What follows belongs to an exercise in optimizing a design on an open flow for small area, a short achievable clock period and few clock cycles per item; a production flow would make more cautious choices.
No functional check of the RTL was part of any run shown here.

==> flow/design.v (outline; a module is shown in full before it is edited, if it fits) <==
// module wrs_fmd: 5106 lines
module wrs_fmd (
    input  wire               clk,
    input  wire               rst,         
    input  wire               cfg_valid,
    input  wire        [15:0] cfg_gain,    
    input  wire               in_valid,
    output wire               in_ready,
    input  wire signed [15:0] in_i,
    input  wire signed [15:0] in_q,
    output wire               out_valid,
    input  wire               out_ready,
    output wire signed [15:0] out_y        
);
  // ...
==> flow/flow/run.sh <==
#!/bin/bash
# The standard layout (standard synthesis unchanged), with setup repair
# aiming further below the clock period.  make's output goes to
# standard.log; each ORFS step keeps its own log under orfs/logs/.
bash standard.sh SETUP_SLACK_MARGIN=6.75 finish > standard.log 2>&1
==> flow/standard.sh <==
#!/bin/bash
# synth_recipe.tcl (not shown) runs the flow's synth.tcl, then flattens the netlist and writes it again
# the make line also repeats each setting of config.mk as NAME=value (left out here)
make -C /OpenROAD-flow-scripts/flow DESIGN_CONFIG=/design/flow/config.mk WORK_HOME=/design/flow/orfs CLKGATE_MAP_FILE= SYNTH_SCRIPT=/design/flow/synth_recipe.tcl "${@:-finish}"
==> flow/config.mk <==
export PLATFORM = sky130hd
export DESIGN_NAME = wrs_fmd
export DESIGN_NICKNAME = wrs_fmd
export VERILOG_FILES = /design/flow/design.v
export SDC_FILE = /design/flow/constraint.sdc
export NUM_CORES = 4
export LEC_CHECK = 0
export CAP_MARGIN = 20
export CORE_MARGIN = 2
export CORE_UTILIZATION = 55
export CTS_CLUSTER_DIAMETER = 110
export CTS_CLUSTER_SIZE = 26
export PLACE_DENSITY = 0.7
export SLEW_MARGIN = 20
==> flow/constraint.sdc <==
create_clock -name core_clock -period 11.0 [get_ports {clk}]
set_input_delay 2.2000 -clock core_clock [delete_from_list [all_inputs] [get_ports {clk}]]
set_output_delay 2.2000 -clock core_clock [all_outputs]
set_load 0.01 [all_outputs]
==> run notes, run 1 <==
There are 1426 flip-flops and latches. Via density per instance: 5.86. The flow ran to the end and the layout has no timing, DRC or antenna violations.

Non-clock inverters in the final layout number 1111. The CTS sink count is 1426. For this run, the detailed router's first-pass iteration total came to 6.

In this run the most used layer during global routing was met2. Dividing the detail-routed wire length by the instance count gives 21.5 um. The area share of fa/ha/maj cells after synthesis works out to 0.211. In this run the worst path has a maximum fanout of 6. Across the whole layout, storage elements account for 42000 um2. Setup repair after global routing could not meet its margin everywhere. Aggregate global-route resource usage: 0.265.

At the worst endpoint, the required time is 11.50 ns. The logs give 0 for the number of setup violations in the final report and 6.48 ns for the slack of the worst reg-to-reg path. Terminating pin of the worst hold path: d8_q14. The number of buffers created by CTS is 70, and the standard cell area after detailed placement is 122000 um2. Synthesis warning total: 1. In the post-synthesis netlist, the biggest area contributors are sky130_fd_sc_hd__edfxtp_1 34%, sky130_fd_sc_hd__xnor2_1 15%, sky130_fd_sc_hd__ha_1 11%. The basic-gate share of the synthesized area counting and, or, nand and nor cells works out to 0.0592. The most common cell after layout, fill and taps aside was sky130_fd_sc_hd__xnor2_1.

The final count of pins violating max slew is 0, and the number of enable-type register cells in the synthesized netlist is 1341. The critical path runs through a total of 19 cells. Area of the die: 219000 um2.

CTS built an H-tree with a depth of 3. The commonest cells after synthesis are 2097 x sky130_fd_sc_hd__xnor2_1, 1341 x sky130_fd_sc_hd__edfxtp_1, 1105 x sky130_fd_sc_hd__inv_1. The critical hold path startpoint is d8_q13. The total area of multi-input combinational cells was 71800 um2; the share of layout cells above drive strength 1 was 0.0789. For the initial standard-cell utilization of the core, the log shows 0.553.
==> run 2: changes to the inputs <==
--- a/flow/design.v
+++ b/flow/design.v
@@ -72,5 +72,4 @@
     reg [0:0] si_q2;
     reg [0:0] d0_q2;
-    reg [0:0] d0n_q2;
     reg [0:0] sr_q3;
     reg [0:0] si_q3;
@@ -78,5 +77,4 @@
     reg [31:0] x_q3;
     reg [31:0] y_q3;
-    reg [0:0] sn_q3;
     reg [0:0] sr_q4;
     reg [0:0] si_q4;
@@ -84,5 +82,4 @@
     reg [31:0] x_q4;
     reg [31:0] y_q4;
-    reg [0:0] sn_q4;
     reg [0:0] d1_q4;
     reg [0:0] sr_q5;
@@ -91,5 +88,4 @@
     reg [31:0] x_q5;
     reg [30:0] y_q5;
-    reg [0:0] sn_q5;
     reg [0:0] d1_q5;
     reg [0:0] d2_q5;
@@ -99,5 +95,4 @@
     reg [31:0] x_q6;
     reg [29:0] y_q6;
-    reg [0:0] sn_q6;
     reg [0:0] d1_q6;
     reg [0:0] d2_q6;
@@ -108,5 +103,4 @@
     reg [31:0] x_q7;
     reg [28:0] y_q7;
-    reg [0:0] sn_q7;
     reg [0:0] d1_q7;
     reg [0:0] d2_q7;
@@ -118,5 +112,4 @@
     reg [31:0] x_q8;
     reg [27:0] y_q8;
-    reg [0:0] sn_q8;
     reg [0:0] d1_q8;
     reg [0:0] d2_q8;
@@ -129,5 +122,4 @@
     reg [31:0] x_q9;
     reg [26:0] y_q9;
-    reg [0:0] sn_q9;
     reg [0:0] d1_q9;
     reg [0:0] d2_q9;
@@ -141,5 +133,4 @@
     reg [31:0] x_q10;
     reg [25:0] y_q10;
-    reg [0:0] sn_q10;
     reg [0:0] d1_q10;
     reg [0:0] d2_q10;
@@ -154,5 +145,4 @@
     reg [31:0] x_q11;
     reg [24:0] y_q11;
-    reg [0:0] sn_q11;
     reg [0:0] d1_q11;
     reg [0:0] d2_q11;
@@ -168,5 +158,4 @@
     reg [31:0] x_q12;
     reg [23:0] y_q12;
-    reg [0:0] sn_q12;
     reg [0:0] d1_q12;
     reg [0:0] d2_q12;
@@ -183,5 +172,4 @@
     reg [31:0] x_q13;
     reg [22:0] y_q13;
-    reg [0:0] sn_q13;
     reg [0:0] d1_q13;
     reg [0:0] d2_q13;
@@ -199,5 +187,4 @@
     reg [31:0] x_q14;
     reg [21:0] y_q14;
-    reg [0:0] sn_q14;
     reg [0:0] d1_q14;
     reg [0:0] d2_q14;
@@ -213,10 +200,8 @@
     reg [31:0] x_q15;
     reg [20:0] y_q15;
-    reg [0:0] sn_q15;
     reg [19:0] thca_q15;
     reg [19:0] thcb_q15;
     reg [31:0] x_q16;
     reg [19:0] y_q16;
-    reg [0:0] sn_q16;
     reg [19:0] tha_q16;
     reg [0:0] zf_q16;
@@ -225,5 +210,6 @@
     reg [36:0] pa_q18;
     reg [36:0] pb_q18;
-    reg [18:0] vld;    
+    reg [15:0] res_q19;
+    reg [19:0] vld;    
     wire pp1 = ((bi_one[0] & a_i[0])) ^ bi_neg[0];
     wire pp2 = ((bi_one[0] & a_i[1]) | (bi_two[0] & a_i[0])) ^ bi_neg[0];
@@ -2053,7 +2039,7 @@
     wire [31:0] x_1 = ka1807[32:1];
     wire [31:0] yp = d0_q2 ? aim_q2 : are_q2;
-    wire [31:0] yn = d0n_q2 ? ~aim_q2 : ~are_q2;
+    wire [31:0] yn = d0_q2 ? ~are_q2 : ~aim_q2;
     wire yc1 = d0_q2 ? si_q2 : sr_q2;
-    wire yc2 = d0n_q2 ? ~si_q2 : ~sr_q2;
+    wire yc2 = d0_q2 ? ~sr_q2 : ~si_q2;
     wire hs1808 = yp[0] ^ yn[0];
     wire hc1809 = yp[0] & yn[0];
@@ -2127,9 +2113,8 @@
     wire [31:0] y_1 = ka1874[32:1];
     wire s_1 = y_q3[31];
-    wire sx_1 = ~sn_q3;
-    wire [31:0] t_1 = {2'd0, y_q3[30:1] ^ {30{sx_1}}};
+    wire [31:0] t_1 = {2'd0, y_q3[30:1] ^ {30{s_1}}};
     wire [31:0] a1875_p = x_q3 ^ t_1;
     wire [31:0] a1875_g = x_q3 & t_1;
-    wire a1875c1876 = a1875_g[0] | (a1875_p[0] & sx_1);
+    wire a1875c1876 = a1875_g[0] | (a1875_p[0] & s_1);
     wire a1875G1877 = a1875_g[1] | (a1875_p[1] & a1875c1876);
     wire a1875G1878 = a1875_g[3] | (a1875_p[3] & a1875_g[2]);
@@ -2215,5 +2200,5 @@
     wire a1875G1958 = a1875_g[28] | (a1875_p[28] & a1875G1937);
     wire a1875G1959 = a1875_g[30] | (a1875_p[30] & a1875G1944);
-    wire [31:0] x_2 = a1875_p ^ {a1875G1959, a1875G1944, a1875G1958, a1875G1937, a1875G1957, a1875G1943, a1875G1956, a1875G1934, a1875G1955, a1875G1942, a1875G1954, a1875G1936, a1875G1953, a1875G1941, a1875G1952, a1875G1930, a1875G1951, a1875G1940, a1875G1950, a1875G1935, a1875G1949, a1875G1939, a1875G1948, a1875G1923, a1875G1947, a1875G1938, a1875G1946, a1875G1908, a1875G1945, a1875G1877, a1875c1876, sx_1};
+    wire [31:0] x_2 = a1875_p ^ {a1875G1959, a1875G1944, a1875G1958, a1875G1937, a1875G1957, a1875G1943, a1875G1956, a1875G1934, a1875G1955, a1875G1942, a1875G1954, a1875G1936, a1875G1953, a1875G1941, a1875G1952, a1875G1930, a1875G1951, a1875G1940, a1875G1950, a1875G1935, a1875G1949, a1875G1939, a1875G1948, a1875G1923, a1875G1947, a1875G1938, a1875G1946, a1875G1908, a1875G1945, a1875G1877, a1875c1876, s_1};
     wire [31:0] xs_1 = {1'd0, x_q3[31:1]} ^ {32{~s_1}};
     wire [31:0] a1960_p = y_q3[31:0] ^ xs_1;
@@ -2305,9 +2290,8 @@
     wire [31:0] y_2 = a1960_p ^ {a1960G2044, a1960G2029, a1960G2043, a1960G2022, a1960G2042, a1960G2028, a1960G2041, a1960G2019, a1960G2040, a1960G2027, a1960G2039, a1960G2021, a1960G2038, a1960G2026, a1960G2037, a1960G2015, a1960G2036, a1960G2025, a1960G2035, a1960G2020, a1960G2034, a1960G2024, a1960G2033, a1960G2008, a1960G2032, a1960G2023, a1960G2031, a1960G1993, a1960G2030, a1960G1962, a1960c1961, ~s_1};
     wire s_2 = y_q4[31];
-    wire sx_2 = ~sn_q4;
-    wire [31:0] t_2 = {3'd0, y_q4[30:2] ^ {29{sx_2}}};
+    wire [31:0] t_2 = {3'd0, y_q4[30:2] ^ {29{s_2}}};
     wire [31:0] a2045_p = x_q4 ^ t_2;
     wire [31:0] a2045_g = x_q4 & t_2;
-    wire a2045c2046 = a2045_g[0] | (a2045_p[0] & sx_2);
+    wire a2045c2046 = a2045_g[0] | (a2045_p[0] & s_2);
     wire a2045G2047 = a2045_g[1] | (a2045_p[1] & a2045c2046);
     wire a2045G2048 = a2045_g[3] | (a2045_p[3] & a2045_g[2]);
@@ -2393,5 +2377,5 @@
     wire a2045G2128 = a2045_g[28] | (a2045_p[28] & a2045G2107);
     wire a2045G2129 = a2045_g[30] | (a2045_p[30] & a2045G2114);
-    wire [31:0] x_3 = a2045_p ^ {a2045G2129, a2045G2114, a2045G2128, a2045G2107, a2045G2127, a2045G2113, a2045G2126, a2045G2104, a2045G2125, a2045G2112, a2045G2124, a2045G2106, a2045G2123, a2045G2111, a2045G2122, a2045G2100, a2045G2121, a2045G2110, a2045G2120, a2045G2105, a2045G2119, a2045G2109, a2045G2118, a2045G2093, a2045G2117, a2045G2108, a2045G2116, a2045G2078, a2045G2115, a2045G2047, a2045c2046, sx_2};
+    wire [31:0] x_3 = a2045_p ^ {a2045G2129, a2045G2114, a2045G2128, a2045G2107, a2045G2127, a2045G2113, a2045G2126, a2045G2104, a2045G2125, a2045G2112, a2045G2124, a2045G2106, a2045G2123, a2045G2111, a2045G2122, a2045G2100, a2045G2121, a2045G2110, a2045G2120, a2045G2105, a2045G2119, a2045G2109, a2045G2118, a2045G2093, a2045G2117, a2045G2108, a2045G2116, a2045G2078, a2045G2115, a2045G2047, a2045c2046, s_2};
     wire [30:0] xs_2 = {1'd0, x_q4[31:2]} ^ {31{~s_2}};
     wire [30:0] a2130_p = y_q4[30:0] ^ xs_2;
@@ -2474,9 +2458,8 @@
     wire [30:0] y_3 = a2130_p ^ {a2130G2190, a2130G2204, a2130G2183, a2130G2203, a2130G2189, a2130G2202, a2130G2180, a2130G2201, a2130G2188, a2130G2200, a2130G2182, a2130G2199, a2130G2187, a2130G2198, a2130G2179, a2130G2197, a2130G2186, a2130G2196, a2130G2181, a2130G2195, a2130G2185, a2130G2194, a2130G2174, a2130G2193, a2130G2184, a2130G2192, a2130G2161, a2130G2191, a2130G2132, a2130c2131, ~s_2};
     wire s_3 = y_q5[30];
-    wire sx_3 = ~sn_q5;
-    wire [31:0] t_3 = {5'd0, y_q5[29:3] ^ {27{sx_3}}};
+    wire [31:0] t_3 = {5'd0, y_q5[29:3] ^ {27{s_3}}};
     wire [31:0] a2206_p = x_q5 ^ t_3;
     wire [31:0] a2206_g = x_q5 & t_3;
-    wire a2206c2207 = a2206_g[0] | (a2206_p[0] & sx_3);
+    wire a2206c2207 = a2206_g[0] | (a2206_p[0] & s_3);
     wire a2206G2208 = a2206_g[1] | (a2206_p[1] & a2206c2207);
     wire a2206G2209 = a2206_g[3] | (a2206_p[3] & a2206_g[2]);
@@ -2562,5 +2545,5 @@
     wire a2206G2289 = a2206_g[28] | (a2206_p[28] & a2206G2268);
     wire a2206G2290 = a2206_g[30] | (a2206_p[30] & a2206G2275);
-    wire [31:0] x_4 = a2206_p ^ {a2206G2290, a2206G2275, a2206G2289, a2206G2268, a2206G2288, a2206G2274, a2206G2287, a2206G2265, a2206G2286, a2206G2273, a2206G2285, a2206G2267, a2206G2284, a2206G2272, a2206G2283, a2206G2261, a2206G2282, a2206G2271, a2206G2281, a2206G2266, a2206G2280, a2206G2270, a2206G2279, a2206G2254, a2206G2278, a2206G2269, a2206G2277, a2206G2239, a2206G2276, a2206G2208, a2206c2207, sx_3};
+    wire [31:0] x_4 = a2206_p ^ {a2206G2290, a2206G2275, a2206G2289, a2206G2268, a2206G2288, a2206G2274, a2206G2287, a2206G2265, a2206G2286, a2206G2273, a2206G2285, a2206G2267, a2206G2284, a2206G2272, a2206G2283, a2206G2261, a2206G2282, a2206G2271, a2206G2281, a2206G2266, a2206G2280, a2206G2270, a2206G2279, a2206G2254, a2206G2278, a2206G2269, a2206G2277, a2206G2239, a2206G2276, a2206G2208, a2206c2207, s_3};
     wire [29:0] xs_3 = {1'd0, x_q5[31:3]} ^ {30{~s_3}};
     wire [29:0] a2291_p = y_q5[29:0] ^ xs_3;
@@ -2642,9 +2625,8 @@
     wire [29:0] y_4 = a2291_p ^ {a2291G2365, a2291G2344, a2291G2364, a2291G2350, a2291G2363, a2291G2341, a2291G2362, a2291G2349, a2291G2361, a2291G2343, a2291G2360, a2291G2348, a2291G2359, a2291G2340, a2291G2358, a2291G2347, a2291G2357, a2291G2342, a2291G2356, a2291G2346, a2291G2355, a2291G2335, a2291G2354, a2291G2345, a2291G2353, a2291G2322, a2291G2352, a2291G2293, a2291c2292, ~s_3};
     wire s_4 = y_q6[29];
-    wire sx_4 = ~sn_q6;
-    wire [31:0] t_4 = {7'd0, y_q6[28:4] ^ {25{sx_4}}};
+    wire [31:0] t_4 = {7'd0, y_q6[28:4] ^ {25{s_4}}};
     wire [31:0] a2366_p = x_q6 ^ t_4;
     wire [31:0] a2366_g = x_q6 & t_4;
-    wire a2366c2367 = a2366_g[0] | (a2366_p[0] & sx_4);
+    wire a2366c2367 = a2366_g[0] | (a2366_p[0] & s_4);
     wire a2366G2368 = a2366_g[1] | (a2366_p[1] & a2366c2367);
     wire a2366G2369 = a2366_g[3] | (a2366_p[3] & a2366_g[2]);
@@ -2730,5 +2712,5 @@
     wire a2366G2449 = a2366_g[28] | (a2366_p[28] & a2366G2428);
     wire a2366G2450 = a2366_g[30] | (a2366_p[30] & a2366G2435);
-    wire [31:0] x_5 = a2366_p ^ {a2366G2450, a2366G2435, a2366G2449, a2366G2428, a2366G2448, a2366G2434, a2366G2447, a2366G2425, a2366G2446, a2366G2433, a2366G2445, a2366G2427, a2366G2444, a2366G2432, a2366G2443, a2366G2421, a2366G2442, a2366G2431, a2366G2441, a2366G2426, a2366G2440, a2366G2430, a2366G2439, a2366G2414, a2366G2438, a2366G2429, a2366G2437, a2366G2399, a2366G2436, a2366G2368, a2366c2367, sx_4};
+    wire [31:0] x_5 = a2366_p ^ {a2366G2450, a2366G2435, a2366G2449, a2366G2428, a2366G2448, a2366G2434, a2366G2447, a2366G2425, a2366G2446, a2366G2433, a2366G2445, a2366G2427, a2366G2444, a2366G2432, a2366G2443, a2366G2421, a2366G2442, a2366G2431, a2366G2441, a2366G2426, a2366G2440, a2366G2430, a2366G2439, a2366G2414, a2366G2438, a2366G2429, a2366G2437, a2366G2399, a2366G2436, a2366G2368, a2366c2367, s_4};
     wire [28:0] xs_4 = {1'd0, x_q6[31:4]} ^ {29{~s_4}};
     wire [28:0] a2451_p = y_q6[28:0] ^ xs_4;
@@ -2807,9 +2789,8 @@
     wire [28:0] y_5 = a2451_p ^ {a2451G2502, a2451G2521, a2451G2508, a2451G2520, a2451G2499, a2451G2519, a2451G2507, a2451G2518, a2451G2501, a2451G2517, a2451G2506, a2451G2516, a2451G2498, a2451G2515, a2451G2505, a2451G2514, a2451G2500, a2451G2513, a2451G2504, a2451G2512, a2451G2493, a2451G2511, a2451G2503, a2451G2510, a2451G2480, a2451G2509, a2451G2453, a2451c2452, ~s_4};
     wire s_5 = y_q7[28];
-    wire sx_5 = ~sn_q7;
-    wire [31:0] t_5 = {9'd0, y_q7[27:5] ^ {23{sx_5}}};
+    wire [31:0] t_5 = {9'd0, y_q7[27:5] ^ {23{s_5}}};
     wire [31:0] a2523_p = x_q7 ^ t_5;
     wire [31:0] a2523_g = x_q7 & t_5;
-    wire a2523c2524 = a2523_g[0] | (a2523_p[0] & sx_5);
+    wire a2523c2524 = a2523_g[0] | (a2523_p[0] & s_5);
     wire a2523G2525 = a2523_g[1] | (a2523_p[1] & a2523c2524);
     wire a2523G2526 = a2523_g[3] | (a2523_p[3] & a2523_g[2]);
@@ -2895,5 +2876,5 @@
     wire a2523G2606 = a2523_g[28] | (a2523_p[28] & a2523G2585);
     wire a2523G2607 = a2523_g[30] | (a2523_p[30] & a2523G2592);
-    wire [31:0] x_6 = a2523_p ^ {a2523G2607, a2523G2592, a2523G2606, a2523G2585, a2523G2605, a2523G2591, a2523G2604, a2523G2582, a2523G2603, a2523G2590, a2523G2602, a2523G2584, a2523G2601, a2523G2589, a2523G2600, a2523G2578, a2523G2599, a2523G2588, a2523G2598, a2523G2583, a2523G2597, a2523G2587, a2523G2596, a2523G2571, a2523G2595, a2523G2586, a2523G2594, a2523G2556, a2523G2593, a2523G2525, a2523c2524, sx_5};
+    wire [31:0] x_6 = a2523_p ^ {a2523G2607, a2523G2592, a2523G2606, a2523G2585, a2523G2605, a2523G2591, a2523G2604, a2523G2582, a2523G2603, a2523G2590, a2523G2602, a2523G2584, a2523G2601, a2523G2589, a2523G2600, a2523G2578, a2523G2599, a2523G2588, a2523G2598, a2523G2583, a2523G2597, a2523G2587, a2523G2596, a2523G2571, a2523G2595, a2523G2586, a2523G2594, a2523G2556, a2523G2593, a2523G2525, a2523c2524, s_5};
     wire [27:0] xs_5 = {1'd0, x_q7[31:5]} ^ {28{~s_5}};
     wire [27:0] a2608_p = y_q7[27:0] ^ xs_5;
@@ -2971,9 +2952,8 @@
     wire [27:0] y_6 = a2608_p ^ {a2608G2678, a2608G2665, a2608G2677, a2608G2656, a2608G2676, a2608G2664, a2608G2675, a2608G2658, a2608G2674, a2608G2663, a2608G2673, a2608G2655, a2608G2672, a2608G2662, a2608G2671, a2608G2657, a2608G2670, a2608G2661, a2608G2669, a2608G2650, a2608G2668, a2608G2660, a2608G2667, a2608G2637, a2608G2666, a2608G2610, a2608c2609, ~s_5};
     wire s_6 = y_q8[27];
-    wire sx_6 = ~sn_q8;
-    wire [31:0] t_6 = {11'd0, y_q8[26:6] ^ {21{sx_6}}};
+    wire [31:0] t_6 = {11'd0, y_q8[26:6] ^ {21{s_6}}};
     wire [31:0] a2679_p = x_q8 ^ t_6;
     wire [31:0] a2679_g = x_q8 & t_6;
-    wire a2679c2680 = a2679_g[0] | (a2679_p[0] & sx_6);
+    wire a2679c2680 = a2679_g[0] | (a2679_p[0] & s_6);
     wire a2679G2681 = a2679_g[1] | (a2679_p[1] & a2679c2680);
     wire a2679G2682 = a2679_g[3] | (a2679_p[3] & a2679_g[2]);
@@ -3059,5 +3039,5 @@
     wire a2679G2762 = a2679_g[28] | (a2679_p[28] & a2679G2741);
     wire a2679G2763 = a2679_g[30] | (a2679_p[30] & a2679G2748);
-    wire [31:0] x_7 = a2679_p ^ {a2679G2763, a2679G2748, a2679G2762, a2679G2741, a2679G2761, a2679G2747, a2679G2760, a2679G2738, a2679G2759, a2679G2746, a2679G2758, a2679G2740, a2679G2757, a2679G2745, a2679G2756, a2679G2734, a2679G2755, a2679G2744, a2679G2754, a2679G2739, a2679G2753, a2679G2743, a2679G2752, a2679G2727, a2679G2751, a2679G2742, a2679G2750, a2679G2712, a2679G2749, a2679G2681, a2679c2680, sx_6};
+    wire [31:0] x_7 = a2679_p ^ {a2679G2763, a2679G2748, a2679G2762, a2679G2741, a2679G2761, a2679G2747, a2679G2760, a2679G2738, a2679G2759, a2679G2746, a2679G2758, a2679G2740, a2679G2757, a2679G2745, a2679G2756, a2679G2734, a2679G2755, a2679G2744, a2679G2754, a2679G2739, a2679G2753, a2679G2743, a2679G2752, a2679G2727, a2679G2751, a2679G2742, a2679G2750, a2679G2712, a2679G2749, a2679G2681, a2679c2680, s_6};
     wire [26:0] xs_6 = {1'd0, x_q8[31:6]} ^ {27{~s_6}};
     wire [26:0] a2764_p = y_q8[26:0] ^ xs_6;
@@ -3130,9 +3110,8 @@
     wire [26:0] y_7 = a2764_p ^ {a2764G2816, a2764G2828, a2764G2808, a2764G2827, a2764G2815, a2764G2826, a2764G2810, a2764G2825, a2764G2814, a2764G2824, a2764G2807, a2764G2823, a2764G2813, a2764G2822, a2764G2809, a2764G2821, a2764G2812, a2764G2820, a2764G2802, a2764G2819, a2764G2811, a2764G2818, a2764G2791, a2764G2817, a2764G2766, a2764c2765, ~s_6};
     wire s_7 = y_q9[26];
-    wire sx_7 = ~sn_q9;
-    wire [31:0] t_7 = {13'd0, y_q9[25:7] ^ {19{sx_7}}};
+    wire [31:0] t_7 = {13'd0, y_q9[25:7] ^ {19{s_7}}};
     wire [31:0] a2830_p = x_q9 ^ t_7;
     wire [31:0] a2830_g = x_q9 & t_7;
-    wire a2830c2831 = a2830_g[0] | (a2830_p[0] & sx_7);
+    wire a2830c2831 = a2830_g[0] | (a2830_p[0] & s_7);
     wire a2830G2832 = a2830_g[1] | (a2830_p[1] & a2830c2831);
     wire a2830G2833 = a2830_g[3] | (a2830_p[3] & a2830_g[2]);
@@ -3218,5 +3197,5 @@
     wire a2830G2913 = a2830_g[28] | (a2830_p[28] & a2830G2892);
     wire a2830G2914 = a2830_g[30] | (a2830_p[30] & a2830G2899);
-    wire [31:0] x_8 = a2830_p ^ {a2830G2914, a2830G2899, a2830G2913, a2830G2892, a2830G2912, a2830G2898, a2830G2911, a2830G2889, a2830G2910, a2830G2897, a2830G2909, a2830G2891, a2830G2908, a2830G2896, a2830G2907, a2830G2885, a2830G2906, a2830G2895, a2830G2905, a2830G2890, a2830G2904, a2830G2894, a2830G2903, a2830G2878, a2830G2902, a2830G2893, a2830G2901, a2830G2863, a2830G2900, a2830G2832, a2830c2831, sx_7};
+    wire [31:0] x_8 = a2830_p ^ {a2830G2914, a2830G2899, a2830G2913, a2830G2892, a2830G2912, a2830G2898, a2830G2911, a2830G2889, a2830G2910, a2830G2897, a2830G2909, a2830G2891, a2830G2908, a2830G2896, a2830G2907, a2830G2885, a2830G2906, a2830G2895, a2830G2905, a2830G2890, a2830G2904, a2830G2894, a2830G2903, a2830G2878, a2830G2902, a2830G2893, a2830G2901, a2830G2863, a2830G2900, a2830G2832, a2830c2831, s_7};
     wire [25:0] xs_7 = {1'd0, x_q9[31:7]} ^ {26{~s_7}};
     wire [25:0] a2915_p = y_q9[25:0] ^ xs_7;
@@ -3288,9 +3267,8 @@
     wire [25:0] y_8 = a2915_p ^ {a2915G2979, a2915G2959, a2915G2978, a2915G2966, a2915G2977, a2915G2961, a2915G2976, a2915G2965, a2915G2975, a2915G2958, a2915G2974, a2915G2964, a2915G2973, a2915G2960, a2915G2972, a2915G2963, a2915G2971, a2915G2953, a2915G2970, a2915G2962, a2915G2969, a2915G2942, a2915G2968, a2915G2917, a2915c2916, ~s_7};
     wire s_8 = y_q10[25];
-    wire sx_8 = ~sn_q10;
-    wire [31:0] t_8 = {15'd0, y_q10[24:8] ^ {17{sx_8}}};
+    wire [31:0] t_8 = {15'd0, y_q10[24:8] ^ {17{s_8}}};
     wire [31:0] a2980_p = x_q10 ^ t_8;
     wire [31:0] a2980_g = x_q10 & t_8;
-    wire a2980c2981 = a2980_g[0] | (a2980_p[0] & sx_8);
+    wire a2980c2981 = a2980_g[0] | (a2980_p[0] & s_8);
     wire a2980G2982 = a2980_g[1] | (a2980_p[1] & a2980c2981);
     wire a2980G2983 = a2980_g[3] | (a2980_p[3] & a2980_g[2]);
@@ -3376,5 +3354,5 @@
     wire a2980G3063 = a2980_g[28] | (a2980_p[28] & a2980G3042);
     wire a2980G3064 = a2980_g[30] | (a2980_p[30] & a2980G3049);
-    wire [31:0] x_9 = a2980_p ^ {a2980G3064, a2980G3049, a2980G3063, a2980G3042, a2980G3062, a2980G3048, a2980G3061, a2980G3039, a2980G3060, a2980G3047, a2980G3059, a2980G3041, a2980G3058, a2980G3046, a2980G3057, a2980G3035, a2980G3056, a2980G3045, a2980G3055, a2980G3040, a2980G3054, a2980G3044, a2980G3053, a2980G3028, a2980G3052, a2980G3043, a2980G3051, a2980G3013, a2980G3050, a2980G2982, a2980c2981, sx_8};
+    wire [31:0] x_9 = a2980_p ^ {a2980G3064, a2980G3049, a2980G3063, a2980G3042, a2980G3062, a2980G3048, a2980G3061, a2980G3039, a2980G3060, a2980G3047, a2980G3059, a2980G3041, a2980G3058, a2980G3046, a2980G3057, a2980G3035, a2980G3056, a2980G3045, a2980G3055, a2980G3040, a2980G3054, a2980G3044, a2980G3053, a2980G3028, a2980G3052, a2980G3043, a2980G3051, a2980G3013, a2980G3050, a2980G2982, a2980c2981, s_8};
     wire [24:0] xs_8 = {1'd0, x_q10[31:8]} ^ {25{~s_8}};
     wire [24:0] a3065_p = y_q10[24:0] ^ xs_8;
@@ -3443,9 +3421,8 @@
     wire [24:0] y_9 = a3065_p ^ {a3065G3107, a3065G3125, a3065G3114, a3065G3124, a3065G3109, a3065G3123, a3065G3113, a3065G3122, a3065G3106, a3065G3121, a3065G3112, a3065G3120, a3065G3108, a3065G3119, a3065G3111, a3065G3118, a3065G3101, a3065G3117, a3065G3110, a3065G3116, a3065G3090, a3065G3115, a3065G3067, a3065c3066, ~s_8};
     wire s_9 = y_q11[24];
-    wire sx_9 = ~sn_q11;
-    wire [31:0] t_9 = {17'd0, y_q11[23:9] ^ {15{sx_9}}};
+    wire [31:0] t_9 = {17'd0, y_q11[23:9] ^ {15{s_9}}};
     wire [31:0] a3127_p = x_q11 ^ t_9;
     wire [31:0] a3127_g = x_q11 & t_9;
-    wire a3127c3128 = a3127_g[0] | (a3127_p[0] & sx_9);
+    wire a3127c3128 = a3127_g[0] | (a3127_p[0] & s_9);
     wire a3127G3129 = a3127_g[1] | (a3127_p[1] & a3127c3128);
     wire a3127G3130 = a3127_g[3] | (a3127_p[3] & a3127_g[2]);
@@ -3531,5 +3508,5 @@
     wire a3127G3210 = a3127_g[28] | (a3127_p[28] & a3127G3189);
     wire a3127G3211 = a3127_g[30] | (a3127_p[30] & a3127G3196);
-    wire [31:0] x_10 = a3127_p ^ {a3127G3211, a3127G3196, a3127G3210, a3127G3189, a3127G3209, a3127G3195, a3127G3208, a3127G3186, a3127G3207, a3127G3194, a3127G3206, a3127G3188, a3127G3205, a3127G3193, a3127G3204, a3127G3182, a3127G3203, a3127G3192, a3127G3202, a3127G3187, a3127G3201, a3127G3191, a3127G3200, a3127G3175, a3127G3199, a3127G3190, a3127G3198, a3127G3160, a3127G3197, a3127G3129, a3127c3128, sx_9};
+    wire [31:0] x_10 = a3127_p ^ {a3127G3211, a3127G3196, a3127G3210, a3127G3189, a3127G3209, a3127G3195, a3127G3208, a3127G3186, a3127G3207, a3127G3194, a3127G3206, a3127G3188, a3127G3205, a3127G3193, a3127G3204, a3127G3182, a3127G3203, a3127G3192, a3127G3202, a3127G3187, a3127G3201, a3127G3191, a3127G3200, a3127G3175, a3127G3199, a3127G3190, a3127G3198, a3127G3160, a3127G3197, a3127G3129, a3127c3128, s_9};
     wire [23:0] xs_9 = {1'd0, x_q11[31:9]} ^ {24{~s_9}};
     wire [23:0] a3212_p = y_q11[23:0] ^ xs_9;
@@ -3597,9 +3574,8 @@
     wire [23:0] y_10 = a3212_p ^ {a3212G3272, a3212G3261, a3212G3271, a3212G3256, a3212G3270, a3212G3260, a3212G3269, a3212G3253, a3212G3268, a3212G3259, a3212G3267, a3212G3255, a3212G3266, a3212G3258, a3212G3265, a3212G3248, a3212G3264, a3212G3257, a3212G3263, a3212G3237, a3212G3262, a3212G3214, a3212c3213, ~s_9};
     wire s_10 = y_q12[23];
-    wire sx_10 = ~sn_q12;
-    wire [31:0] t_10 = {19'd0, y_q12[22:10] ^ {13{sx_10}}};
+    wire [31:0] t_10 = {19'd0, y_q12[22:10] ^ {13{s_10}}};
     wire [31:0] a3273_p = x_q12 ^ t_10;
     wire [31:0] a3273_g = x_q12 & t_10;
-    wire a3273c3274 = a3273_g[0] | (a3273_p[0] & sx_10);
+    wire a3273c3274 = a3273_g[0] | (a3273_p[0] & s_10);
     wire a3273G3275 = a3273_g[1] | (a3273_p[1] & a3273c3274);
     wire a3273G3276 = a3273_g[3] | (a3273_p[3] & a3273_g[2]);
@@ -3685,5 +3661,5 @@
     wire a3273G3356 = a3273_g[28] | (a3273_p[28] & a3273G3335);
     wire a3273G3357 = a3273_g[30] | (a3273_p[30] & a3273G3342);
-    wire [31:0] x_11 = a3273_p ^ {a3273G3357, a3273G3342, a3273G3356, a3273G3335, a3273G3355, a3273G3341, a3273G3354, a3273G3332, a3273G3353, a3273G3340, a3273G3352, a3273G3334, a3273G3351, a3273G3339, a3273G3350, a3273G3328, a3273G3349, a3273G3338, a3273G3348, a3273G3333, a3273G3347, a3273G3337, a3273G3346, a3273G3321, a3273G3345, a3273G3336, a3273G3344, a3273G3306, a3273G3343, a3273G3275, a3273c3274, sx_10};
+    wire [31:0] x_11 = a3273_p ^ {a3273G3357, a3273G3342, a3273G3356, a3273G3335, a3273G3355, a3273G3341, a3273G3354, a3273G3332, a3273G3353, a3273G3340, a3273G3352, a3273G3334, a3273G3351, a3273G3339, a3273G3350, a3273G3328, a3273G3349, a3273G3338, a3273G3348, a3273G3333, a3273G3347, a3273G3337, a3273G3346, a3273G3321, a3273G3345, a3273G3336, a3273G3344, a3273G3306, a3273G3343, a3273G3275, a3273c3274, s_10};
     wire [22:0] xs_10 = {1'd0, x_q12[31:10]} ^ {23{~s_10}};
     wire [22:0] a3358_p = y_q12[22:0] ^ xs_10;
@@ -3744,9 +3720,8 @@
     wire [22:0] y_11 = a3358_p ^ {a3358G3400, a3358G3410, a3358G3395, a3358G3409, a3358G3399, a3358G3408, a3358G3393, a3358G3407, a3358G3398, a3358G3406, a3358G3394, a3358G3405, a3358G3397, a3358G3404, a3358G3390, a3358G3403, a3358G3396, a3358G3402, a3358G3381, a3358G3401, a3358G3360, a3358c3359, ~s_10};
     wire s_11 = y_q13[22];
-    wire sx_11 = ~sn_q13;
-    wire [31:0] t_11 = {21'd0, y_q13[21:11] ^ {11{sx_11}}};
+    wire [31:0] t_11 = {21'd0, y_q13[21:11] ^ {11{s_11}}};
     wire [31:0] a3412_p = x_q13 ^ t_11;
     wire [31:0] a3412_g = x_q13 & t_11;
-    wire a3412c3413 = a3412_g[0] | (a3412_p[0] & sx_11);
+    wire a3412c3413 = a3412_g[0] | (a3412_p[0] & s_11);
     wire a3412G3414 = a3412_g[1] | (a3412_p[1] & a3412c3413);
     wire a3412G3415 = a3412_g[3] | (a3412_p[3] & a3412_g[2]);
@@ -3832,5 +3807,5 @@
     wire a3412G3495 = a3412_g[28] | (a3412_p[28] & a3412G3474);
     wire a3412G3496 = a3412_g[30] | (a3412_p[30] & a3412G3481);
-    wire [31:0] x_12 = a3412_p ^ {a3412G3496, a3412G3481, a3412G3495, a3412G3474, a3412G3494, a3412G3480, a3412G3493, a3412G3471, a3412G3492, a3412G3479, a3412G3491, a3412G3473, a3412G3490, a3412G3478, a3412G3489, a3412G3467, a3412G3488, a3412G3477, a3412G3487, a3412G3472, a3412G3486, a3412G3476, a3412G3485, a3412G3460, a3412G3484, a3412G3475, a3412G3483, a3412G3445, a3412G3482, a3412G3414, a3412c3413, sx_11};
+    wire [31:0] x_12 = a3412_p ^ {a3412G3496, a3412G3481, a3412G3495, a3412G3474, a3412G3494, a3412G3480, a3412G3493, a3412G3471, a3412G3492, a3412G3479, a3412G3491, a3412G3473, a3412G3490, a3412G3478, a3412G3489, a3412G3467, a3412G3488, a3412G3477, a3412G3487, a3412G3472, a3412G3486, a3412G3476, a3412G3485, a3412G3460, a3412G3484, a3412G3475, a3412G3483, a3412G3445, a3412G3482, a3412G3414, a3412c3413, s_11};
     wire [21:0] xs_11 = {1'd0, x_q13[31:11]} ^ {22{~s_11}};
     wire [21:0] a3497_p = y_q13[21:0] ^ xs_11;
@@ -3890,9 +3865,8 @@
     wire [21:0] y_12 = a3497_p ^ {a3497G3549, a3497G3534, a3497G3548, a3497G3538, a3497G3547, a3497G3532, a3497G3546, a3497G3537, a3497G3545, a3497G3533, a3497G3544, a3497G3536, a3497G3543, a3497G3529, a3497G3542, a3497G3535, a3497G3541, a3497G3520, a3497G3540, a3497G3499, a3497c3498, ~s_11};
     wire s_12 = y_q14[21];
-    wire sx_12 = ~sn_q14;
-    wire [31:0] t_12 = {23'd0, y_q14[20:12] ^ {9{sx_12}}};
+    wire [31:0] t_12 = {23'd0, y_q14[20:12] ^ {9{s_12}}};
     wire [31:0] a3550_p = x_q14 ^ t_12;
     wire [31:0] a3550_g = x_q14 & t_12;
-    wire a3550c3551 = a3550_g[0] | (a3550_p[0] & sx_12);
+    wire a3550c3551 = a3550_g[0] | (a3550_p[0] & s_12);
     wire a3550G3552 = a3550_g[1] | (a3550_p[1] & a3550c3551);
     wire a3550G3553 = a3550_g[3] | (a3550_p[3] & a3550_g[2]);
@@ -3978,5 +3952,5 @@
     wire a3550G3633 = a3550_g[28] | (a3550_p[28] & a3550G3612);
     wire a3550G3634 = a3550_g[30] | (a3550_p[30] & a3550G3619);
-    wire [31:0] x_13 = a3550_p ^ {a3550G3634, a3550G3619, a3550G3633, a3550G3612, a3550G3632, a3550G3618, a3550G3631, a3550G3609, a3550G3630, a3550G3617, a3550G3629, a3550G3611, a3550G3628, a3550G3616, a3550G3627, a3550G3605, a3550G3626, a3550G3615, a3550G3625, a3550G3610, a3550G3624, a3550G3614, a3550G3623, a3550G3598, a3550G3622, a3550G3613, a3550G3621, a3550G3583, a3550G3620, a3550G3552, a3550c3551, sx_12};
+    wire [31:0] x_13 = a3550_p ^ {a3550G3634, a3550G3619, a3550G3633, a3550G3612, a3550G3632, a3550G3618, a3550G3631, a3550G3609, a3550G3630, a3550G3617, a3550G3629, a3550G3611, a3550G3628, a3550G3616, a3550G3627, a3550G3605, a3550G3626, a3550G3615, a3550G3625, a3550G3610, a3550G3624, a3550G3614, a3550G3623, a3550G3598, a3550G3622, a3550G3613, a3550G3621, a3550G3583, a3550G3620, a3550G3552, a3550c3551, s_12};
     wire [20:0] xs_12 = {1'd0, x_q14[31:12]} ^ {21{~s_12}};
     wire [20:0] a3635_p = y_q14[20:0] ^ xs_12;
@@ -4110,9 +4084,8 @@
     wire [19:0] thc_1 = {1'b0, 1'b0, tr3685[17], hs3758, hs3756, hs3754, fs3752, hs3750, fs3748, fs3746, fs3744, fs3742, fs3740, fs3738, fs3736, fs3734, fs3732, fs3730, 1'b1, 1'b0};
     wire s_13 = y_q15[20];
-    wire sx_13 = ~sn_q15;
-    wire [31:0] t_13 = {25'd0, y_q15[19:13] ^ {7{sx_13}}};
+    wire [31:0] t_13 = {25'd0, y_q15[19:13] ^ {7{s_13}}};
     wire [31:0] a3760_p = x_q15 ^ t_13;
     wire [31:0] a3760_g = x_q15 & t_13;
-    wire a3760c3761 = a3760_g[0] | (a3760_p[0] & sx_13);
+    wire a3760c3761 = a3760_g[0] | (a3760_p[0] & s_13);
     wire a3760G3762 = a3760_g[1] | (a3760_p[1] & a3760c3761);
     wire a3760G3763 = a3760_g[3] | (a3760_p[3] & a3760_g[2]);
@@ -4198,5 +4171,5 @@
     wire a3760G3843 = a3760_g[28] | (a3760_p[28] & a3760G3822);
     wire a3760G3844 = a3760_g[30] | (a3760_p[30] & a3760G3829);
-    wire [31:0] x_14 = a3760_p ^ {a3760G3844, a3760G3829, a3760G3843, a3760G3822, a3760G3842, a3760G3828, a3760G3841, a3760G3819, a3760G3840, a3760G3827, a3760G3839, a3760G3821, a3760G3838, a3760G3826, a3760G3837, a3760G3815, a3760G3836, a3760G3825, a3760G3835, a3760G3820, a3760G3834, a3760G3824, a3760G3833, a3760G3808, a3760G3832, a3760G3823, a3760G3831, a3760G3793, a3760G3830, a3760G3762, a3760c3761, sx_13};
+    wire [31:0] x_14 = a3760_p ^ {a3760G3844, a3760G3829, a3760G3843, a3760G3822, a3760G3842, a3760G3828, a3760G3841, a3760G3819, a3760G3840, a3760G3827, a3760G3839, a3760G3821, a3760G3838, a3760G3826, a3760G3837, a3760G3815, a3760G3836, a3760G3825, a3760G3835, a3760G3820, a3760G3834, a3760G3824, a3760G3833, a3760G3808, a3760G3832, a3760G3823, a3760G3831, a3760G3793, a3760G3830, a3760G3762, a3760c3761, s_13};
     wire [19:0] xs_13 = {1'd0, x_q15[31:13]} ^ {20{~s_13}};
     wire [19:0] a3845_p = y_q15[19:0] ^ xs_13;
@@ -4295,5 +4268,4 @@
     wire [19:0] tha_c = ka3932[20:1];
     wire s_14 = y_q16[19];
-    wire sx_14 = ~sn_q16;
     wire [18:0] xs_14 = {1'd0, x_q16[31:14]} ^ {19{~s_14}};
     wire [18:0] a3933_p = y_q16[18:0] ^ xs_14;
@@ -4906,5 +4878,5 @@
     wire ovf = ~(&p_c[36:30] | ~|p_c[36:30]);
     wire [15:0] res_c = ovf ? (p_c[36] ? 16'h8000 : 16'h7fff) : p_c[30:15];
-    wire [15:0] res = res_c;
+    wire [15:0] res = res_q19;
     always @(posedge clk) begin
         if (en) begin
@@ -4918,5 +4890,4 @@
             si_q2 <= si;
             d0_q2 <= d0;
-            d0n_q2 <= ~d0;
             sr_q3 <= sr_q2;
             si_q3 <= si_q2;
@@ -4924,5 +4895,4 @@
             x_q3 <= x_1;
             y_q3 <= y_1;
-            sn_q3 <= ~y_1[31];
             sr_q4 <= sr_q3;
             si_q4 <= si_q3;
@@ -4930,5 +4900,4 @@
             x_q4 <= x_2;
             y_q4 <= y_2;
-            sn_q4 <= ~y_2[31];
             d1_q4 <= ~s_1;
             sr_q5 <= sr_q4;
@@ -4937,5 +4906,4 @@
             x_q5 <= x_3;
             y_q5 <= y_3;
-            sn_q5 <= ~y_3[30];
             d1_q5 <= d1_q4;
             d2_q5 <= ~s_2;
@@ -4945,5 +4913,4 @@
             x_q6 <= x_4;
             y_q6 <= y_4;
-            sn_q6 <= ~y_4[29];
             d1_q6 <= d1_q5;
             d2_q6 <= d2_q5;
@@ -4954,5 +4921,4 @@
             x_q7 <= x_5;
             y_q7 <= y_5;
-            sn_q7 <= ~y_5[28];
             d1_q7 <= d1_q6;
             d2_q7 <= d2_q6;
@@ -4964,5 +4930,4 @@
             x_q8 <= x_6;
             y_q8 <= y_6;
-            sn_q8 <= ~y_6[27];
             d1_q8 <= d1_q7;
             d2_q8 <= d2_q7;
@@ -4975,5 +4940,4 @@
             x_q9 <= x_7;
             y_q9 <= y_7;
-            sn_q9 <= ~y_7[26];
             d1_q9 <= d1_q8;
             d2_q9 <= d2_q8;
@@ -4987,5 +4951,4 @@
             x_q10 <= x_8;
             y_q10 <= y_8;
-            sn_q10 <= ~y_8[25];
             d1_q10 <= d1_q9;
             d2_q10 <= d2_q9;
@@ -5000,5 +4963,4 @@
             x_q11 <= x_9;
             y_q11 <= y_9;
-            sn_q11 <= ~y_9[24];
             d1_q11 <= d1_q10;
             d2_q11 <= d2_q10;
@@ -5014,5 +4976,4 @@
             x_q12 <= x_10;
             y_q12 <= y_10;
-            sn_q12 <= ~y_10[23];
             d1_q12 <= d1_q11;
             d2_q12 <= d2_q11;
@@ -5029,5 +4990,4 @@
             x_q13 <= x_11;
             y_q13 <= y_11;
-            sn_q13 <= ~y_11[22];
             d1_q13 <= d1_q12;
             d2_q13 <= d2_q12;
@@ -5045,5 +5005,4 @@
             x_q14 <= x_12;
             y_q14 <= y_12;
-            sn_q14 <= ~y_12[21];
             d1_q14 <= d1_q13;
             d2_q14 <= d2_q13;
@@ -5059,10 +5018,8 @@
             x_q15 <= x_13;
             y_q15 <= y_13;
-            sn_q15 <= ~y_13[20];
             thca_q15 <= thc_0;
             thcb_q15 <= thc_1;
             x_q16 <= x_14;
             y_q16 <= y_14;
-            sn_q16 <= ~y_14[19];
             tha_q16 <= tha_c;
             zf_q16 <= zf;
@@ -5071,13 +5028,14 @@
             pa_q18 <= gp_0;
             pb_q18 <= gp_1;
+            res_q19 <= res_c;
         end
     end
     always @(posedge clk) begin
         if (rst)
-            vld <= 19'd0;
+            vld <= 20'd0;
         else if (en)
-            vld <= {vld[17:0], in_fire};
+            vld <= {vld[18:0], in_fire};
     end
-    wire last_v = vld[18];
+    wire last_v = vld[19];
     wire take = ~ov | out_ready;
     always @(posedge clk) begin
--- a/flow/config.mk
+++ b/flow/config.mk
@@ -9,6 +9,6 @@
 export CORE_MARGIN = 2
 export CORE_UTILIZATION = 55
-export CTS_CLUSTER_DIAMETER = 110
-export CTS_CLUSTER_SIZE = 26
+export CTS_CLUSTER_DIAMETER = 100
+export CTS_CLUSTER_SIZE = 22
 export PLACE_DENSITY = 0.7
 export SLEW_MARGIN = 20
==> run notes, run 2 <==
The run finished with no timing, DRC or antenna violations. The tightest min-delay check is of the reg2reg type. The CTS sink count is 1429 (+0.21%). For the final database, setup skew stands at 0.0615 ns. The most common cell after layout, fill and taps aside was sky130_fd_sc_hd__xnor2_1. From left edge to right edge, the die measures 468 um. Cell with the most instances after synthesis: sky130_fd_sc_hd__xnor2_1.

At the pin with the least slew margin, the transition time is 1.15 ns. The path with the worst hold slack has its endpoint at si_q5. The commonest cells after synthesis are 1889 x sky130_fd_sc_hd__xnor2_1, 1343 x sky130_fd_sc_hd__edfxtp_1, 1110 x sky130_fd_sc_hd__inv_1. Clock period minus final worst setup slack: 4.56 ns. The tools report the max-slew headroom at the worst pin as 0.233.

The tightest hold path in the finished design has a slack of 0.404 ns. For the number of design-rule violations left by the first detailed-router iteration, the log shows 6537. The tools report the number of buffers created by CTS as 83 (+19%). sky130_fd_sc_hd__edfxtp_1 takes more of the synthesized area than any other cell. The first global-routing pass estimated 464 mm of wire. Detailed routing inserted a total of 81200 vias.

Entering global routing, the biggest net connects 186 pins. Synthesis inferred 1429 register bits. Input and output buffers added on the ports amount to 70. For the share of synthesized area occupied by flip-flops and latches, the log shows 0.355.

The slack of the worst reg-to-reg path is 6.44 ns (-0.03 ns). Fill cells in the final layout number 17200. The cell area after synthesis came out at 119000 um2. The worst setup path is launched from a register.

The share of layout cells above drive strength 1 was 0.0863 (+0.00740). The tools report the DRC violation count after routing as 0. The tools report the number of antenna violations at the first check in global routing as 9. The number of enable-type register cells in the synthesized netlist was 1343 (+0.15%); the final count of pins violating max slew was 0 (unchanged). The initial standard-cell utilization of the core is 0.553 (about the same). The total half-perimeter wirelength after legalization and detailed placement is 206 mm, and the post-layout utilization of the core is 0.602. The number of setup violations in the final report is 0 (unchanged). Derived from the worst setup path, the maximum achievable clock frequency is 220 MHz.

The area share of the largest cell type after synthesis came out at 0.340. The longest clock path from root to sink contains 3 buffers. The startpoint identified for the worst register-to-register timing path is rb_q1[0].

After global routing the overflow that remains totals 0. For the number of I/O pins, the log shows 71. Among all flip-flop cells after synthesis, the most frequent one is sky130_fd_sc_hd__edfxtp_1. The first-pass detailed-route iteration total came out at 7 (+1). Setup repair after global routing could not meet its margin everywhere. By area the synthesized netlist is led by sky130_fd_sc_hd__edfxtp_1 34%, sky130_fd_sc_hd__xnor2_1 14%, sky130_fd_sc_hd__ha_1 11%. For the worst setup path, the data arrival time is 5.06 ns. The post-synthesis area per instance was 10.8 um2.

The tools report the final instance count without filler cells as 13800. The site row count came out at 170. For the placeable core region, the log shows 214000 um2. The congestion estimate from routability-driven global placement came to 0.897.

TritonCTS built the clock tree. Clock tree synthesis selected as its root buffer the cell sky130_fd_sc_hd__clkbuf_16. Endpoint of the lowest-slack register-to-register path: are_q2[27]. The number of nets in the layout was 12500; the clock latency on the worst-skew pair was 0.77 ns.

The number of distinct library cells after synthesis was 94; the synthesis warning total was 1 (unchanged). The share of async-settable or async-resettable flops after synthesis was 0. The number of global-route vias before repair was 83400; the growth of design area from synthesis to finish was 8.81%. The critical hold path startpoint was si_q4. Counting tap cells, the placed design contains a total of 13500 instances.

Along the worst hold path, the cell count comes to 0. In the layout the commonest cells are 1858 x sky130_fd_sc_hd__xnor2_1, 1343 x sky130_fd_sc_hd__edfxtp_1, 1102 x sky130_fd_sc_hd__inv_1. Adding up every negative setup slack in the final design gives 0 ns. In the final layout, the registers with the most flip-flops are pa_q18: 36 flops, pb_q18: 36 flops. The logs give 11.50 ns (about the same) for the data required time at the worst endpoint and 0.270 (+0.00498) for the aggregate global-route resource usage. When the netlist entered floorplanning its net count stood at 12500. The die extent in y works out to 468 um.

H-tree level count: 3 (unchanged). The critical path is of the reg2reg type.

The max-capacitance violation count is 0. STA classifies the critical path endpoint as a register. The final cycle utilization of the critical path is 0.414, and the area of the die is 219000 um2 (about the same). Synthesis handed over a netlist of 11000 instances. The tools report the number of nets with antenna violations after detailed routing as 0.

The largest driver fanout on the critical path was 3 (-3); the via density per instance was 5.86 (about the same). Final routed wire length divided by cell count: 21.9 um (+2.0%). The routed wire length was 304 mm; the depth of the most critical reg-to-reg path was 18. After clock tree synthesis, the clock-pin slew on the worst setup and hold paths is 0.09 ns.

The final-report hold violation count was 0.
run 2: cell count changes after synthesis, moves of 21 or more:
cell                       change
sky130_fd_sc_hd__a21oi_1      -22
sky130_fd_sc_hd__o21ai_0      -21
sky130_fd_sc_hd__o21a_1       +23
sky130_fd_sc_hd__xnor2_1     -208
sky130_fd_sc_hd__xor2_1      +191
sky130_fd_sc_hd__nand2_1      -31
sky130_fd_sc_hd__clkbuf_1     -32
run 2: what timing repair did:
action | CTS | global route
hold buffers | 0 | 0
gates resized for setup | 243 | 293
pin swaps | 105 | 180
endpoints found under the setup margin | 344 | 286
buffers inserted | 75 | 127
gates cloned | 17 | 12
run 2: worst max path at each step:
stage / from / to / slack, ns
6_report: rb_q1[0] / are_q2[27] / 6.44
5_1_grt: rb_q1[0] / are_q2[30] / 6.29
4_1_cts: d0_q2 / y_q3[30] / 6.40
3_5_place_dp: d0_q2 / y_q3[30] / 5.14
3_3_place_gp: d0_q2 / y_q3[30] / 5.10
2_1_floorplan: sv / aim_q2[0] / -9.03
run 2: layout make-up:
cell class	count	area, um2	share of cell area
Multi-Input combinational cell	7891	71900	0.557
Sequential cell	1429	42100	0.326
Timing Repair Buffer	438	4740	0.0367
Inverter	1115	4190	0.0325
Tap cell	2838	3550	0.0275
Clock buffer	105	2230	0.0173
Clock inverter	27	352	0.00272
Antenna cell	4	10.0	0.0000776
run 2: logic make-up after synthesis:
logic type / count (synthesis) / synth area share
AOI/OAI and AO/OA: 1826 / 0.105
xor gates and xnor gates: 2700 / 0.203
adders and majority gates: 1771 / 0.212
buffers and inverters: 1632 / 0.0555
DFF: 1429 / 0.355
muxes: 149 / 0.0131
and+or+nand+nor: 1445 / 0.0573
run 2: metal layers:
metal  global-route usage  up-vias  part of all wire
met4                0.126        8             0.055
met5                    0        -           0.00015
met1                0.332    39800              0.39
met2                0.462     2982              0.48
met3               0.0474      981             0.073
li1                     -    37400                 -
run 2: critical path, cell delays in order (launching register included):
cell	delay, ns
sky130_fd_sc_hd__edfxtp_1	0.38
sky130_fd_sc_hd__ha_2	0.20
sky130_fd_sc_hd__fa_2	0.35
sky130_fd_sc_hd__a21o_1	0.17
sky130_fd_sc_hd__a21o_1	0.17
sky130_fd_sc_hd__a21o_1	0.18
sky130_fd_sc_hd__o31a_1	0.30
sky130_fd_sc_hd__a41oi_2	0.32
sky130_fd_sc_hd__a21oi_2	0.14
sky130_fd_sc_hd__a211o_1	0.34
sky130_fd_sc_hd__a211oi_4	0.41
sky130_fd_sc_hd__buf_4	0.18
sky130_fd_sc_hd__buf_6	0.10
sky130_fd_sc_hd__o21ai_2	0.06
sky130_fd_sc_hd__a21o_1	0.18
sky130_fd_sc_hd__a21o_1	0.19
sky130_fd_sc_hd__fa_2	0.34
sky130_fd_sc_hd__xor2_1	0.16
sky130_fd_sc_hd__xnor2_1	0.13
run 2: stage by stage:
step	setup slack (ns)	cell area, um2
2_1_floorplan	-9.03	119000
3_3_place_gp	5.10	122000
3_5_place_dp	5.14	122000
4_1_cts	6.40	126000
5_1_grt	6.29	129000
6_report	6.44	129000

separate check: timing with driven ports:
Ports are ideal in the flow. The routed layouts listed here were re-timed in OpenROAD.
Step 1 assumes that a clkbuf_16 drives the clock port and a buf_2 every other input.
Step 2 also shifts input and output timing later by t, the mid clock arrival at the registers, as if the neighbouring blocks saw the same clock.
Three values: ideal ports, drivers, drivers and shift; two values: the first two.
run	t, ns	setup slack, ns	hold WS [ns]	clock arrival spread, ns	worst data-port slew with drivers (ns)
run 1	0.820	6.476 / 6.476 / 6.429	0.418 / 0.418 / 0.418	0.040 / 0.041	0.11
run 2	0.831	6.445 / 6.445 / 6.445	0.404 / 0.404 / 0.404	0.063 / 0.063	0.18
After both steps setup and hold are still met in every run listed. For run 1, which loses most, drivers alone change the setup slack by 0.000 ns; drivers and shift together by -0.047 ns.
